Background: an optimization exercise with open tools, aiming at small area. Do not read the settings as production practice.
Function was checked by simulation only, so behaviour that the tests miss may differ from the original.
Power and IR drop assume default switching activity.

==> branch violet <==
==> flow/design.v <==
module crc_frame_enc (
    input  wire        clk,
    input  wire        rst,         
    input  wire        cmd_valid,
    output wire        cmd_ready,
    input  wire [15:0] cmd,
    output wire        rsp_valid,
    output wire [2:0]  rsp_kind,
    output wire [63:0] rsp_data
);
    localparam integer RL = 528;            
    localparam [3:0] T_OK    = 4'd0;
    localparam [3:0] T_VAL16 = 4'd1;
    localparam [3:0] T_BOOL  = 4'd2;
    localparam [3:0] T_END   = 4'd4;
    localparam [3:0] T_STAT  = 4'd5;
    localparam [1:0] PH_LOAD  = 2'd0;
    localparam [1:0] PH_EMIT  = 2'd1;
    localparam [1:0] PH_DONE  = 2'd2;
    localparam [1:0] PH_FAULT = 2'd3;
    localparam [1:0] M_IDLE = 2'd0;
    localparam [1:0] M_RUN  = 2'd1;         
    localparam [1:0] M_SCAN = 2'd2;         
    localparam [1:0] M_BOOT = 2'd3;         
    reg [RL-1:0] ring;                      
    reg [15:0]   crc;                       
    reg [9:0]    p;
    reg          par;                       
    reg [6:0]    wp;
    reg          slotv, slotb, cksv, repv;
    reg [3:0]    seq;
    reg [2:0]    st;                        
    reg [1:0]    mode;
    reg          f;                         
    reg          al;                        
    reg          nz;                        
    reg          rv;                        
    reg [3:0]    rt;
    wire [7:0] op  = cmd[15:8];
    wire [7:0] opr = cmd[7:0];
    wire       oz  = (opr == 8'h00);
    wire is_rst   = (op == 8'h01);
    wire is_stat  = (op == 8'h02);
    wire is_init  = (op == 8'h10);
    wire is_upd   = (op == 8'h11);
    wire is_rd    = (op == 8'h12);
    wire is_chk   = (op == 8'h13);
    wire is_new   = (op == 8'h20);
    wire is_push  = (op == 8'h21);
    wire is_slot  = (op == 8'h22);
    wire is_start = (op == 8'h23);
    wire is_next  = (op == 8'h24);
    wire nfmt     = is_rst | is_stat | is_init | is_rd | is_chk | is_new | is_start | is_next;
    wire illegal  = ~(nfmt | is_upd | is_push | is_slot) | (nfmt & ~oz);
    wire ph_load  = (st == 3'd0);
    wire ph_emit  = (st == 3'd1);
    wire ph_done  = (st == 3'd2);
    wire ph_fault = st[2];
    wire [1:0] phase = ph_fault ? PH_FAULT : st[1:0];
    wire [2:0] err   = ph_fault ? {st[1] & st[0], st[1] ^ st[0], ~st[0]} : 3'd0;
    wire slot_ok   = (opr == 8'd1) | (opr == 8'd2);
    wire [2:0] code =
        illegal  ? 3'd4 :
        is_push  ? (!ph_load ? 3'd3 : wp[6] ? 3'd2 : 3'd0) :
        is_slot  ? (!ph_load ? 3'd3 : slot_ok ? 3'd0 : 3'd1) :
        is_start ? (ph_fault ? 3'd3 : !wp[6] ? 3'd2 : !slotv ? 3'd3 : 3'd0) :
        is_next  ? ((ph_load | ph_fault) ? 3'd3 : 3'd0) : 3'd0;
    wire fault     = (code != 3'd0);
    wire push_ok   = is_push & ph_load & ~wp[6];
    wire start_ok  = is_start & ~fault;
    wire next_emit = is_next & ~fault & ph_emit;
    wire init16    = (is_init | is_rst) & oz;   
    wire ser16     = init16 | start_ok;          
    wire ser       = ser16 | is_upd | push_ok;   
    wire       idle   = (mode == M_IDLE);
    wire       run    = (mode == M_RUN);
    wire       scan   = (mode == M_SCAN);
    wire       boot   = (mode == M_BOOT);
    wire       p_last = (p == RL - 1);
    wire [9:0] p_nx   = p_last ? 10'd0 : p + 10'd1;
    wire [2:0] bi     = p[2:0];
    wire       b0     = (bi == 3'd0);
    wire       b7     = (bi == 3'd7);
    wire       n0     = b0 & ~p[3];             
    wire       n15    = b7 & p[3];              
    wire       k0     = b0 & (p[3] == par);     
    wire       k15    = b7 & (p[3] != par);     
    wire       p512   = p[9] & n0;
    wire [6:0] seq7   = {seq, 3'b000} - {3'b000, seq};
    wire       alnext = (p_nx == {seq7, 3'b000});
    wire       fin    = run & p_last;
    wire begin_ser = cmd_valid &
        ((idle & ((is_upd & k0) | (push_ok & b0 & (p[9:3] == wp)) | (init16 & n0))) |
         ((idle | run) & start_ok & p512));
    wire act   = f | begin_ser;
    wire endp  = ser16 ? n15 : b7;
    wire opbit = opr[bi];
    assign cmd_ready = idle ? (ser ? (f & endp) :
                               (is_rd | is_chk) ? k15 :
                               next_emit ? alnext : 1'b1)
                            : (fin & ((f & is_start) | (is_next & oz)));
    wire acc = cmd_valid & cmd_ready & ~rst;
    wire [55:0] win;
    genvar gi;
    generate
        for (gi = 0; gi < 56; gi = gi + 1) begin : g_win
            assign win[gi] = ring[RL-1-gi];
        end
    endgenerate
    wire tap    = ring[RL-1];
    wire last9  = (seq == 4'd9);
    wire [6:0] pb = p[9:3];
    wire bnd = b0 & ((pb == 7'd0) | (pb == 7'd7) | (pb == 7'd14) | (pb == 7'd21) | (pb == 7'd28) |
                     (pb == 7'd35) | (pb == 7'd42) | (pb == 7'd49) | (pb == 7'd56) | (pb == 7'd63));
    wire rep    = scan & al & ((seq == 4'd0) | last9 | nz);
    wire rn     = rep & ~last9;
    wire r9     = rep & last9;
    wire        cks_out = run & p[9];                   
    wire        fill    = boot | (act & ser16);         
    wire        stp     = (act & is_upd) | (run & ~p[9]);
    wire        dbit    = run ? tap : opbit;
    wire        j       = stp & (crc[0] ^ dbit);
    wire [15:0] crc_nx;
    assign crc_nx[15]   = fill | (crc[0] ^ (stp & dbit));
    assign crc_nx[14:11] = crc[15:12];
    assign crc_nx[10]   = crc[11] ^ j;
    assign crc_nx[9:4]  = crc[10:5];
    assign crc_nx[3]    = crc[4] ^ j;
    assign crc_nx[2:0]  = crc[3:1];
    always @(posedge clk) begin
        ring <= {ring[RL-2:0], (act & is_push) ? opbit : cks_out ? crc[0] : tap};
        crc  <= crc_nx;
        nz   <= ring[RL-57] | (nz & ~bnd);
    end
    always @(posedge clk) begin
        if (rst) begin
            p     <= 10'd0;
            par   <= 1'b0;
            wp    <= 7'd0;
            slotv <= 1'b0;
            slotb <= 1'b0;
            cksv  <= 1'b0;
            repv  <= 1'b0;
            seq   <= 4'd0;
            st    <= 3'd0;
            mode  <= M_BOOT;
            f     <= 1'b0;
            al    <= 1'b0;
            rv    <= 1'b0;
            rt    <= T_OK;
        end else begin
            p  <= p_nx;
            f  <= act & ~endp;
            al <= alnext | fin;
            rv <= 1'b0;
            rt <= T_OK;
            if (boot & n15)
                mode <= M_IDLE;
            if (fin) begin
                mode  <= M_IDLE;
                cksv  <= 1'b1;
                seq   <= 4'd0;
                repv  <= 1'b0;
                st    <= 3'd1;
            end
            if (acc & fin) begin
                if (is_start) begin
                    mode <= M_RUN;
                    par  <= 1'b0;
                end else
                    mode <= M_SCAN;
            end
            if (acc & ~fin) begin
                rv <= ~(start_ok | next_emit);
                if (fault) begin
                    rt <= {1'b1, code};
                    if (!ph_fault)
                        st <= {1'b1, code[1:0] - 2'd1};
                end else begin
                    if (is_stat) rt <= T_STAT;
                    if (is_rd)   rt <= T_VAL16;
                    if (is_chk)  rt <= T_BOOL;
                    if (is_next & ph_done) rt <= T_END;
                    if (is_upd)  par <= ~par;
                    if (is_rst | is_new) begin
                        wp    <= 7'd0;
                        slotv <= 1'b0;
                        cksv  <= 1'b0;
                        repv  <= 1'b0;
                        seq   <= 4'd0;
                        st    <= 3'd0;
                    end
                    if (is_push) wp <= wp + 7'd1;
                    if (is_slot) begin
                        slotv <= 1'b1;
                        slotb <= opr[1];
                    end
                    if (is_start) begin
                        mode <= M_RUN;
                        par  <= 1'b0;
                    end
                    if (next_emit) mode <= M_SCAN;
                end
            end
            if (scan & al) begin
                seq <= seq + 4'd1;
                if (rep) begin
                    repv <= 1'b1;
                    mode <= M_IDLE;
                    if (last9) st <= 3'd2;
                end
            end
        end
    end
    wire sel_val  = (rt == T_VAL16);
    wire sel_bool = (rt == T_BOOL);
    wire sel_stat = (rt == T_STAT);
    wire sel_flt  = rt[3];
    wire [31:0] stat_word = {12'd0, seq, 1'b0, wp, repv, cksv, slotv, err, phase};
    assign rsp_valid = rv | rep | fin;    
    assign rsp_kind  = rep ? 3'd3 : sel_flt ? 3'd6 : rt[2:0];
    assign rsp_data[63:56] = rep ? {4'b1000, seq} : 8'h00;
    assign rsp_data[55:32] = rn ? win[55:32] : 24'd0;
    assign rsp_data[31:16] = (rn ? win[31:16] : 16'd0)
                           | (r9 ? win[23:8] : 16'd0)
                           | (sel_stat ? stat_word[31:16] : 16'd0);
    assign rsp_data[15:8]  = (rn ? win[15:8] : 8'd0)
                           | (r9 ? {2'b00, 2'b11, slotb, 3'b000} : 8'd0)
                           | (sel_val ? crc[15:8] : 8'd0)
                           | (sel_stat ? stat_word[15:8] : 8'd0);
    assign rsp_data[7:0]   = (rep ? win[7:0] : 8'd0)
                           | (sel_val ? crc[7:0] : 8'd0)
                           | (sel_stat ? stat_word[7:0] : 8'd0)
                           | (sel_bool ? {7'd0, crc == 16'hF0B8} : 8'd0)
                           | (sel_flt ? {5'd0, rt[2:0]} : 8'd0);
endmodule
==> flow/flow/run.sh <==
#!/bin/bash
# Own layout flow: the standard ORFS flow (standard.sh), changed only in how the
# layout is made:
#  1. ABC maps the standard synthesis's logic with an area script (flow/area.abc)
#     instead of ORFS's speed script, which buffers and upsizes. Every other synthesis
#     step, the registers and their names are those of synth_recipe.tcl.
#  2. Every port still gets a buffer, but a sky130_fd_sc_hd__buf_1.
#  3. CTS inserts no dummy loads; its buffer list and clustering are set below.
# Each tool's full output stays in orfs/logs/ (one log per step); make's output is in
# flow.log.
set -euo pipefail
W=$PWD
F=$W/flow
{ head -n 1 synth_recipe.tcl; cat "$F/abc_proc.tcl"; tail -n +2 synth_recipe.tcl; } > my_synth.tcl
sed "s#$W/synth_recipe.tcl#$W/my_synth.tcl#" standard.sh > my_standard.sh
grep -q my_synth.tcl my_standard.sh
export MY_ABC_SCRIPT=$F/area.abc
export BUFFER_PORTS_ARGS="-buffer_cell sky130_fd_sc_hd__buf_1"
export CTS_ARGS="-sink_clustering_enable -repair_clock_nets -dont_use_dummy_load -buf_list sky130_fd_sc_hd__clkbuf_8 -sink_clustering_size 20 -sink_clustering_max_diameter 50"
bash my_standard.sh > flow.log 2>&1
==> flow/flow/abc_proc.tcl <==
# Map with an area-oriented ABC script instead of ORFS's (which buffers and upsizes for speed).
proc abc {args} {
  set out {}
  set skip 0
  foreach a $args {
    if {$skip} { set skip 0; continue }
    if {$a eq "-script" || $a eq "-D"} { set skip 1; continue }
    lappend out $a
  }
  yosys abc -script $::env(MY_ABC_SCRIPT) {*}$out
}
==> flow/flow/area.abc <==
strash
&get -n
&deepsyn -T 20
&put
strash
&get -n
&dch -f
&nf -R 1000
&put
==> flow/standard.sh <==
#!/bin/bash
# synth_recipe.tcl (not shown) runs the flow's synth.tcl, then flattens the netlist and writes it again
# the make line also repeats each setting of config.mk as NAME=value (left out here)
make -C /OpenROAD-flow-scripts/flow DESIGN_CONFIG=/design/flow/config.mk WORK_HOME=/design/flow/orfs CLKGATE_MAP_FILE= SYNTH_SCRIPT=/design/flow/synth_recipe.tcl "${@:-finish}"
==> flow/config.mk <==
export PLATFORM = sky130hd
export DESIGN_NAME = crc_frame_enc
export DESIGN_NICKNAME = crc_frame_enc
export VERILOG_FILES = /design/flow/design.v
export SDC_FILE = /design/flow/constraint.sdc
export NUM_CORES = 4
export LEC_CHECK = 0
export CAP_MARGIN = 20
export CORE_MARGIN = 2
export CORE_UTILIZATION = 60
export PLACE_DENSITY = 0.7
export SLEW_MARGIN = 20
==> flow/constraint.sdc <==
create_clock -name core_clock -period 6.5 [get_ports {clk}]
set_input_delay 1.3000 -clock core_clock [delete_from_list [all_inputs] [get_ports {clk}]]
set_output_delay 1.3000 -clock core_clock [all_outputs]
set_load 0.01 [all_outputs]
==> branch maple: changes against branch violet <==
--- a/flow/design.v
+++ b/flow/design.v
@@ -27,8 +27,7 @@
     reg [9:0]    p;
     reg          par;                       
-    reg [6:0]    wp;
-    reg          slotv, slotb, cksv, repv;
-    reg [3:0]    seq;
-    reg [2:0]    st;                        
+    reg [6:0]    cnt;                       
+    reg          slotv, slotb, cksv;
+    reg [2:0]    err;                       
     reg [1:0]    mode;
     reg          f;                         
@@ -37,35 +36,43 @@
     reg          rv;                        
     reg [3:0]    rt;
+    wire [6:0] wp   = cksv ? 7'd64 : cnt;
+    wire [3:0] seq  = cksv ? cnt[3:0] : 4'd0;
+    wire       wp64 = cksv | cnt[6];
+    wire [3:0] sq   = cnt[3:0];                 
+    wire       repv = cksv & (sq != 4'd0);
     wire [7:0] op  = cmd[15:8];
     wire [7:0] opr = cmd[7:0];
     wire       oz  = (opr == 8'h00);
-    wire is_rst   = (op == 8'h01);
-    wire is_stat  = (op == 8'h02);
-    wire is_init  = (op == 8'h10);
-    wire is_upd   = (op == 8'h11);
-    wire is_rd    = (op == 8'h12);
-    wire is_chk   = (op == 8'h13);
-    wire is_new   = (op == 8'h20);
-    wire is_push  = (op == 8'h21);
-    wire is_slot  = (op == 8'h22);
-    wire is_start = (op == 8'h23);
-    wire is_next  = (op == 8'h24);
+    wire h0 = (op[7:4] == 4'h0), h1 = (op[7:4] == 4'h1), h2 = (op[7:4] == 4'h2);
+    wire l0 = (op[3:0] == 4'h0), l1 = (op[3:0] == 4'h1), l2 = (op[3:0] == 4'h2);
+    wire l3 = (op[3:0] == 4'h3), l4 = (op[3:0] == 4'h4);
+    wire is_rst   = h0 & l1;
+    wire is_stat  = h0 & l2;
+    wire is_init  = h1 & l0;
+    wire is_upd   = h1 & l1;
+    wire is_rd    = h1 & l2;
+    wire is_chk   = h1 & l3;
+    wire is_new   = h2 & l0;
+    wire is_push  = h2 & l1;
+    wire is_slot  = h2 & l2;
+    wire is_start = h2 & l3;
+    wire is_next  = h2 & l4;
     wire nfmt     = is_rst | is_stat | is_init | is_rd | is_chk | is_new | is_start | is_next;
     wire illegal  = ~(nfmt | is_upd | is_push | is_slot) | (nfmt & ~oz);
-    wire ph_load  = (st == 3'd0);
-    wire ph_emit  = (st == 3'd1);
-    wire ph_done  = (st == 3'd2);
-    wire ph_fault = st[2];
-    wire [1:0] phase = ph_fault ? PH_FAULT : st[1:0];
-    wire [2:0] err   = ph_fault ? {st[1] & st[0], st[1] ^ st[0], ~st[0]} : 3'd0;
+    wire ph_fault = (err != 3'd0);
+    wire sq10     = (sq == 4'd10);
+    wire ph_load  = ~ph_fault & ~cksv;
+    wire ph_emit  = ~ph_fault & cksv & ~sq10;
+    wire ph_done  = ~ph_fault & cksv & sq10;
+    wire [1:0] phase = ph_fault ? PH_FAULT : ph_done ? PH_DONE : cksv ? PH_EMIT : PH_LOAD;
     wire slot_ok   = (opr == 8'd1) | (opr == 8'd2);
-    wire [2:0] code =
-        illegal  ? 3'd4 :
-        is_push  ? (!ph_load ? 3'd3 : wp[6] ? 3'd2 : 3'd0) :
-        is_slot  ? (!ph_load ? 3'd3 : slot_ok ? 3'd0 : 3'd1) :
-        is_start ? (ph_fault ? 3'd3 : !wp[6] ? 3'd2 : !slotv ? 3'd3 : 3'd0) :
-        is_next  ? ((ph_load | ph_fault) ? 3'd3 : 3'd0) : 3'd0;
+    wire f_seq  = ~illegal & (((is_push | is_slot) & ~ph_load) |
+                              (is_start & (ph_fault | (wp64 & ~slotv))) |
+                              (is_next & (ph_load | ph_fault)));
+    wire f_len  = ~illegal & ((is_push & ph_load & wp64) | (is_start & ~ph_fault & ~wp64));
+    wire f_slot = ~illegal & is_slot & ph_load & ~slot_ok;
+    wire [2:0] code = {illegal, f_len | f_seq, f_slot | f_seq};
     wire fault     = (code != 3'd0);
-    wire push_ok   = is_push & ph_load & ~wp[6];
+    wire push_ok   = is_push & ph_load & ~cnt[6];
     wire start_ok  = is_start & ~fault;
     wire next_emit = is_next & ~fault & ph_emit;
@@ -77,5 +84,5 @@
     wire       scan   = (mode == M_SCAN);
     wire       boot   = (mode == M_BOOT);
-    wire       p_last = (p == RL - 1);
+    wire       p_last = p[9] & p[3] & (p[2:0] == 3'd7);    
     wire [9:0] p_nx   = p_last ? 10'd0 : p + 10'd1;
     wire [2:0] bi     = p[2:0];
@@ -87,9 +94,8 @@
     wire       k15    = b7 & (p[3] != par);     
     wire       p512   = p[9] & n0;
-    wire [6:0] seq7   = {seq, 3'b000} - {3'b000, seq};
-    wire       alnext = (p_nx == {seq7, 3'b000});
+    wire       alnext = b7 & ((p[9:3] + {3'b000, sq} + 7'd1) == {sq, 3'b000}) | (p_last & (sq == 4'd0));
     wire       fin    = run & p_last;
     wire begin_ser = cmd_valid &
-        ((idle & ((is_upd & k0) | (push_ok & b0 & (p[9:3] == wp)) | (init16 & n0))) |
+        ((idle & ((is_upd & k0) | (push_ok & b0 & (p[9:3] == cnt)) | (init16 & n0))) |
          ((idle | run) & start_ok & p512));
     wire act   = f | begin_ser;
@@ -109,9 +115,9 @@
     endgenerate
     wire tap    = ring[RL-1];
-    wire last9  = (seq == 4'd9);
+    wire last9  = (sq == 4'd9);
     wire [6:0] pb = p[9:3];
     wire bnd = b0 & ((pb == 7'd0) | (pb == 7'd7) | (pb == 7'd14) | (pb == 7'd21) | (pb == 7'd28) |
                      (pb == 7'd35) | (pb == 7'd42) | (pb == 7'd49) | (pb == 7'd56) | (pb == 7'd63));
-    wire rep    = scan & al & ((seq == 4'd0) | last9 | nz);
+    wire rep    = scan & al & ((sq == 4'd0) | last9 | nz);
     wire rn     = rep & ~last9;
     wire r9     = rep & last9;
@@ -137,11 +143,9 @@
             p     <= 10'd0;
             par   <= 1'b0;
-            wp    <= 7'd0;
+            cnt   <= 7'd0;
             slotv <= 1'b0;
             slotb <= 1'b0;
             cksv  <= 1'b0;
-            repv  <= 1'b0;
-            seq   <= 4'd0;
-            st    <= 3'd0;
+            err   <= 3'd0;
             mode  <= M_BOOT;
             f     <= 1'b0;
@@ -160,7 +164,5 @@
                 mode  <= M_IDLE;
                 cksv  <= 1'b1;
-                seq   <= 4'd0;
-                repv  <= 1'b0;
-                st    <= 3'd1;
+                cnt   <= 7'd0;
             end
             if (acc & fin) begin
@@ -176,5 +178,5 @@
                     rt <= {1'b1, code};
                     if (!ph_fault)
-                        st <= {1'b1, code[1:0] - 2'd1};
+                        err <= code;
                 end else begin
                     if (is_stat) rt <= T_STAT;
@@ -184,12 +186,10 @@
                     if (is_upd)  par <= ~par;
                     if (is_rst | is_new) begin
-                        wp    <= 7'd0;
+                        cnt   <= 7'd0;
                         slotv <= 1'b0;
                         cksv  <= 1'b0;
-                        repv  <= 1'b0;
-                        seq   <= 4'd0;
-                        st    <= 3'd0;
+                        err   <= 3'd0;
                     end
-                    if (is_push) wp <= wp + 7'd1;
+                    if (is_push) cnt <= cnt + 7'd1;
                     if (is_slot) begin
                         slotv <= 1'b1;
@@ -204,10 +204,7 @@
             end
             if (scan & al) begin
-                seq <= seq + 4'd1;
-                if (rep) begin
-                    repv <= 1'b1;
+                cnt <= cnt + 7'd1;
+                if (rep)
                     mode <= M_IDLE;
-                    if (last9) st <= 3'd2;
-                end
             end
         end
@@ -220,5 +217,5 @@
     assign rsp_valid = rv | rep | fin;    
     assign rsp_kind  = rep ? 3'd3 : sel_flt ? 3'd6 : rt[2:0];
-    assign rsp_data[63:56] = rep ? {4'b1000, seq} : 8'h00;
+    assign rsp_data[63:56] = rep ? {4'b1000, sq} : 8'h00;
     assign rsp_data[55:32] = rn ? win[55:32] : 24'd0;
     assign rsp_data[31:16] = (rn ? win[31:16] : 16'd0)
--- a/flow/flow/run.sh
+++ b/flow/flow/run.sh
@@ -17,4 +17,4 @@
 export MY_ABC_SCRIPT=$F/area.abc
 export BUFFER_PORTS_ARGS="-buffer_cell sky130_fd_sc_hd__buf_1"
-export CTS_ARGS="-sink_clustering_enable -repair_clock_nets -dont_use_dummy_load -buf_list sky130_fd_sc_hd__clkbuf_8 -sink_clustering_size 20 -sink_clustering_max_diameter 50"
+export CTS_ARGS="-sink_clustering_enable -repair_clock_nets -dont_use_dummy_load -buf_list sky130_fd_sc_hd__clkbuf_8 -sink_clustering_size 22 -sink_clustering_max_diameter 80"
 bash my_standard.sh > flow.log 2>&1
==> flow/flow/area.abc (replaced) <==
strash
&get -n
&deepsyn -J 100 -T 300
&put
strash
&get -n
&dch -f
&nf -R 1000
&put
CORE_UTILIZATION = 65   (was 60)
PLACE_DENSITY = 0.8   (was 0.7)
==> comparison table <==
Filler Cell Count: branch violet 1758; branch maple 1396
Int Power: branch violet 4.14 mW; branch maple 3.97 mW
Layout cell share with drive strength beyond 1: branch violet 0.0456; branch maple 0.0322
Met2 routing resource usage after global routing: branch violet 0.217; branch maple 0.286
Worst-skew pair later-pin latency: branch violet 0.56 ns; branch maple 0.58 ns
Met2 Routed Length: branch violet 7450 um; branch maple 8630 um
Routed via count: branch violet 6770; branch maple 6794
Part of the power in the clock network: branch violet 0.290; branch maple 0.271
Post-Route WL: branch violet 19600 um; branch maple 20300 um
Sequential cells: branch violet 583; branch maple 578
Register Area: branch violet 11700 um2; branch maple 11600 um2
Total net switching power: branch violet 991 uW; branch maple 931 uW
Clock tree cell share of total cell area: branch violet 0.0349; branch maple 0.0278
Post-synthesis cell type count: branch violet 49; branch maple 50
Cell depth of the worst setup path: branch violet 17; branch maple 12
Core region area: branch violet 23300 um2; branch maple 20900 um2
Half-perimeter wire length after detailed placement: branch violet 12300 um; branch maple 13100 um
Fraction of the mapped netlist area in compound gates: branch violet 0.0541; branch maple 0.0594
R2r setup slk: branch violet 2.24 ns; branch maple 1.82 ns
Count of placed standard cells including taps: branch violet 1377; branch maple 1301
Total of plain and repair buffers excluding clock buffers: branch violet 90; branch maple 87
Time the worst path needs with I/O delays and setup: branch violet 5.86 ns; branch maple 5.63 ns
Period utilisation layout: branch violet 0.902; branch maple 0.866
Number of clock buffers in the layout: branch violet 39; branch maple 30
Initial core utilization: branch violet 0.606; branch maple 0.659
Slew @ Worst Pin: branch violet 0.938 ns; branch maple 0.715 ns
Run status: branch violet finished clean; branch maple finished clean

[port drivers added, routing unchanged]
Ports are ideal in the flow. The routed layouts listed here were re-timed in OpenROAD. Step 1 (the two cells are an assumption about what drives the block):
set clk [get_ports {clk}]
set_driving_cell -lib_cell sky130_fd_sc_hd__clkbuf_16 $clk
set_driving_cell -lib_cell sky130_fd_sc_hd__buf_2 [delete_from_list [all_inputs] $clk]
Step 2 moves the port delays by t, midway between the first and last clock arrival at a register: inputs arrive t later, outputs are due t later. That takes back most of the time a late clock gives input paths. Three values: ideal, step 1, step 2; two values: the first two.
run | t (ns) | setup slack, ns | hold WS [ns]
branch violet | 0.548 | 0.640 / 0.620 / 0.590 | 0.244 / 0.244 / 0.244
branch maple | 0.603 | 0.870 / 0.851 / 0.579 | 0.299 / 0.299 / 0.299
After both steps every run listed still meets setup and hold. For branch maple, which loses most, drivers alone change the setup slack by -0.019 ns; drivers and shift together by -0.291 ns.
